From an optimization exercise on the open Yosys and OpenROAD flow, aimed at small area, a short achievable clock period and few clock cycles; shortcuts taken in it are not production practice. Function was checked by simulation only, so behaviour that the tests miss may differ from the original. Power is estimated from default activity; no workload was simulated.

==> design/flow/config.mk <==
export PLATFORM = sky130hd
export DESIGN_NAME = nr_core
export DESIGN_NICKNAME = nr_core
export VERILOG_FILES = /design/flow/design.v
export SDC_FILE = /design/flow/constraint.sdc
export NUM_CORES = 4
export LEC_CHECK = 0
export CAP_MARGIN = 20
export CORE_MARGIN = 2
export CORE_UTILIZATION = 40
export SLEW_MARGIN = 20
==> design/flow/constraint.sdc <==
create_clock -name core_clock -period 22.0 [get_ports {clk}]
set_input_delay 4.4000 -clock core_clock [delete_from_list [all_inputs] [get_ports {clk}]]
set_output_delay 4.4000 -clock core_clock [all_outputs]
set_load 0.01 [all_outputs]
==> design/flow/design.v <==
module nr_core (
    input  wire        clk,
    input  wire        rst,         
    input  wire        cmd_valid,
    output wire        cmd_ready,
    input  wire [11:0] cmd,
    output reg         rsp_valid,
    output reg         rsp_ok,
    output reg  [31:0] rsp_val
);
    localparam [31:0] CRC_INIT   = 32'hFFFFFFFF;
    localparam [31:0] CRC_POLY   = 32'hEDB88320;
    localparam [31:0] CRC_XOROUT = 32'hFFFFFFFF;
    localparam [31:0] KEY_MASK   = 32'h0000AAAA;
    localparam [32:0] KEY_ROLL   = 33'd5313;
    localparam [32:0] KEY_MOD    = 33'd100000;
    localparam [3:0] OP_INIT  = 4'h1;
    localparam [3:0] OP_BYTE  = 4'h2;
    localparam [3:0] OP_FOLD  = 4'h3;
    localparam [3:0] OP_RDCRC = 4'h4;
    localparam [3:0] OP_RDKEY = 4'h5;
    localparam [31:0] ERR_OPCODE  = 32'd1;
    localparam [31:0] ERR_OPERAND = 32'd2;
    localparam [31:0] ERR_NOKEY   = 32'd3;
    reg [31:0] crc_r;    
    reg [16:0] key_r;    
    reg        kv_r;     
    assign cmd_ready = 1'b1;
    wire       accept = cmd_valid & cmd_ready;
    wire [3:0] op     = cmd[11:8];
    wire [7:0] imm8   = cmd[7:0];
    function [31:0] absorb;
        input [31:0] r;
        input [7:0]  b;
        integer i;
        reg [31:0] t;
        begin
            t = r ^ {24'd0, b};
            for (i = 0; i < 8; i = i + 1)
                t = t[0] ? ((t >> 1) ^ CRC_POLY) : (t >> 1);
            absorb = t;
        end
    endfunction
    wire [31:0] checksum = crc_r ^ CRC_XOROUT;
    wire [32:0] fold_sum = {1'b0, checksum ^ KEY_MASK} + KEY_ROLL;
    wire [32:0] fold_rem = fold_sum % KEY_MOD;
    wire [16:0] fold_key = fold_rem[16:0];
    always @(posedge clk) begin
        if (rst) begin
            crc_r     <= CRC_INIT;
            key_r     <= 17'd0;
            kv_r      <= 1'b0;
            rsp_valid <= 1'b0;
            rsp_ok    <= 1'b0;
            rsp_val   <= 32'd0;
        end else begin
            rsp_valid <= accept;
            if (accept) begin
                rsp_ok  <= 1'b1;
                rsp_val <= 32'd0;
                case (op)
                    OP_BYTE: crc_r <= absorb(crc_r, imm8);
                    OP_INIT, OP_FOLD, OP_RDCRC, OP_RDKEY: begin
                        if (imm8 != 8'd0) begin
                            rsp_ok  <= 1'b0;
                            rsp_val <= ERR_OPERAND;
                        end else begin
                            case (op)
                                OP_INIT: crc_r <= CRC_INIT;
                                OP_FOLD: begin
                                    key_r <= fold_key;
                                    kv_r  <= 1'b1;
                                end
                                OP_RDCRC: rsp_val <= checksum;
                                default: begin  
                                    if (kv_r) begin
                                        rsp_val <= {15'd0, key_r};
                                    end else begin
                                        rsp_ok  <= 1'b0;
                                        rsp_val <= ERR_NOKEY;
                                    end
                                end
                            endcase
                        end
                    end
                    default: begin
                        rsp_ok  <= 1'b0;
                        rsp_val <= ERR_OPCODE;
                    end
                endcase
            end
        end
    end
endmodule
==> design/flow/run.sh <==
#!/bin/bash
# synth_recipe.tcl (not shown) runs the flow's synth.tcl, then flattens the netlist and writes it again
# the make line also repeats each setting of config.mk as NAME=value (left out here)
make -C /OpenROAD-flow-scripts/flow DESIGN_CONFIG=/design/flow/config.mk WORK_HOME=/design/flow/orfs CLKGATE_MAP_FILE= SYNTH_SCRIPT=/design/flow/synth_recipe.tcl finish
==> summary.txt <==
[critical path, delay by kind of cell, from the launching register on]
| family | cells | cell delay, ns |
|---|---|---|
| AOI/OAI and AO/OA | 29 | 10.81 |
| DFF | 1 | 0.80 |
| xor gates and xnor gates | 3 | 0.90 |
| muxes | 7 | 2.52 |
| and+or+nand+nor | 15 | 4.74 |
| buffers and inverters | 2 | 0.53 |
[cells in the final DEF (no fill, tap or decap), types with 19 or more instances in the layout]
master           Yosys  routed
xnor2_1            148     148
inv_1               19      19
nand2b_1            42      42
and2_1              24      24
nor3_1              68      68
a21oi_1            156     156
a211oi_1            30      30
mux2i_1             37      37
nand3_1             70      70
nand2_1            156     156
o21ai_1             31      31
dfxtp_1             84      84
o22ai_1             37      36
a211o_1             21      21
nand4_1             20      20
clkdlybuf4s50_1      0      47
xor2_1              58      58
nor2_1             216     216
o21ai_0             85      85
a31oi_1             28      28
or3_1               23      23
o211ai_1            36      36
a21o_1              22      22
[metal layers]
metal	up-vias	GRT usage (%)	wire length (um)	part of all wire, %
met4	0	4.76	626	1.5
met1	7277	32.8	20800	48
met3	45	2.20	2120	4.9
met5	-	0	0	0
li1	7437	-	-	-
met2	446	37.0	19400	45
[final cells by class]
cell class	instances	area, um2
Tap cell	455	569
Sequential cell	84	1680
Multi-Input combinational cell	1763	11900
Fill cell	3591	19400
Inverter	20	75.1
Timing Repair Buffer	61	573
Clock inverter	7	75.1
Clock buffer	9	225
[sequential cells by signal (all words and copies together) (netlist names)]
register / count
crc_r: 32
key_r: 17
kv_r: 1
rsp_ok: 1
rsp_val: 32
rsp_valid: 1
[repair_timing]
item | 4_1_cts | 5_1_grt
hold buffers | 0 | 0
setup endpoints to repair | 0 | 11
gates resized for setup | 0 | 3
[cell families (layout without fill, tap and decap cells)]
group / Yosys count / count (layout) / synth area share (%)
buffers and inverters: 115 / 97 / 3.59
AO/OA/AOI/OAI: 712 / 712 / 37.6
adder cells (fa/ha/maj): 7 / 7 / 0.534
flip-flops: 84 / 84 / 12.0
AND/OR/NAND/NOR: 776 / 776 / 28.6
multiplexers: 54 / 54 / 4.02
XOR/XNOR: 213 / 213 / 13.7
other: 1 / 1 / 0.0267
[where the power goes]
group          total (W)  leakage (nW)  internal, W  switching (W)
combinational   0.000271          4.10     0.000101       0.000170
clock           0.000151         0.145    0.0000807      0.0000704
sequential      0.000157         0.679     0.000153     0.00000390
[worst max path at each step]
stage / endpoint / start / slack [ns]
after floorplan: key_r[7] / crc_r[0] / 6.02
after global placement: key_r[7] / crc_r[12] / 2.03
after detailed placement: key_r[7] / crc_r[12] / 1.60
after CTS: key_r[7] / crc_r[12] / 1.50
after global routing: key_r[7] / crc_r[3] / 0.06
final: key_r[7] / crc_r[12] / 1.52
[metrics by stage]
step           instance area (um2)  util, %  std cells  setup WS (ns)
2_1_floorplan                14100        -       1962           6.02
3_3_place_gp                 14800     42.8       2383           2.03
3_5_place_dp                 14800     42.8       2383           1.60
4_1_cts                      15100     43.7       2399           1.50
5_1_grt                      15100     43.7       2399         0.0585
6_report                     15100     43.7       2399           1.52
==> summary.txt <==
Critical path
  • Worst R2R Path Depth: 56
  • Startpoint types: register
  • Crit Path Category: reg -> reg
  • FF-to-FF setup slack: 1.52 ns
  • Setup crit end kind: register
  • Critical Path AT: 20.73 ns
  • R2R Path Start: crc_r[12]
  • CP max-delay cell: dfxtp_1
  • RR Endpoint: key_r[7]
  • WP data required: roughly 22 ns
  • CP max stage delay: 0.80 ns
  • CP max FO: 27

Floorplan
  • Row cnt: 68
  • Die ar.: 0.0367 mm2
  • Chip Width: 191 um
  • Die Y: 191 um
  • Area of the core: 0.0345 mm2
  • Initial Util: 40.7%
  • Ports: 50

STA
  • Final setup fails: 0
  • Worst-margin pin slew: just under 1 ns
  • Fin crit share: 93.1%
  • Unrepaired setup endpoints after global routing: no
  • Setup TNS: 0 ns
  • Fin Clk Skew: around 0.013 ns
  • Slew Viols, Final: 0
  • Worst hold margin: 0.460 ns
  • Minimum clock period: 20.48 ns
  • F_max: a little under 0.05 GHz
  • Slew headroom: 33.2%
  • Hold Vio Cnt, Final: 0

Pwr
  • Pwr per Cell Area: 38.4 mW/mm2
  • Total power: a little under 0.0006 W
  • Lkg Pwr: 4.93 nW
  • Max VDD drop: 0.0427 mV

Global routing
  • First-pass GRT wire length: 71200 um
  • Gr ovfl total: 0
  • Vias in the first global route: 13900
  • GRT Total Usage: 22.9%
  • Largest net degree at the start of global routing: 85
  • Antenna violations before repair: 0

Clock network
  • CTS sink count: 84
  • Clk latency of the worst-skew pair: 0.35 ns
  • CTS H-tree lvls: 3
  • Clk slew on worst S/H paths: 0.07 ns
  • CTS max path bufs: 2
  • CTS tree: built
  • Post-CTS Repair Setup Buffers: 0
  • CTS buffer count: 9
  • Root Driver: clkbuf_16

Synth
  • Register area share after synthesis: 12.0%
  • Synth cell types: 134
  • Mapped Nets: about 2000
  • Avg Inst Size Synth: between 7 and 8 um2
  • Post-synthesis cell count: 1962
  • Commonest cells post-synth: nor2_1 (216), a21oi_1 (156), nand2_1 (156)
  • Flops & latches, synth: 84
  • Asr flop ratio synth: 0%
  • Cell taking the most area after synthesis: dfxtp_1
  • EDFF count, synth: 0
  • Mapped Area: 0.0141 mm2
  • Top cells by area, synth: dfxtp_1 (12%), xnor2_1 (9.2%), nor2_1 (5.8%)
  • Synth top area share: 12.0%
  • Synth warnings: 1
  • Most common cell in the netlist: nor2_1
  • Synth Flop Type: dfxtp_1

Routing
  • DRT Pass-1 Iters: 5
  • Antenna Nets Post-Route: 0
  • Via/cell ratio: 6.34
  • Via count: 15200
  • Total Wirelength: 42900 um
  • DRT iter0 DRCs: 1265
  • DR WL/cell: 17.9 um
  • Residual DRC: 0

Run status
  • Outcome: no timing/DRC/antenna violations

Worst hold path
  • HP Class: reg -> reg
  • WHS Path Cells: 2
  • Hold EP: key_r[6]
  • Worst hold start: key_r[6]

Placement
  • GPL Wtd Cong: 0.905
  • PortBufs: 48
  • Final HPWL DP: ~33000 um

Cells and area
  • Share of cells above drive strength 1: 9.21%
  • Post-layout net count: 1956
  • Antenna diodes: 0
  • Synth-to-layout area growth: 7.42%

Job
  • Max Cap Viol: 0
Testbench counts, summed over its fixed seeds: cycles 3,528.

-- port drivers added, routing unchanged --
Ports are ideal in the flow. The routed layout listed here was re-timed in OpenROAD.
Step 1 assumes that a clkbuf_16 drives the clock port and a buf_2 every other input.
Step 2, shift: input delay + t, output delay - t, t = (earliest + latest rising clock arrival at the registers) / 2. This alone moves slack from input paths to output paths.
Slacks: ideal / step 1 / step 2; pairs: ideal / step 1.
t (ns): 0.382
setup WS [ns]: 1.518 / 1.518 / 1.518
worst register clock-pin slew, ns: 0.07 / 0.07
After both steps setup and hold are still met in this run. For this run, drivers alone change the setup slack by 0.000 ns; drivers and shift together by 0.000 ns.
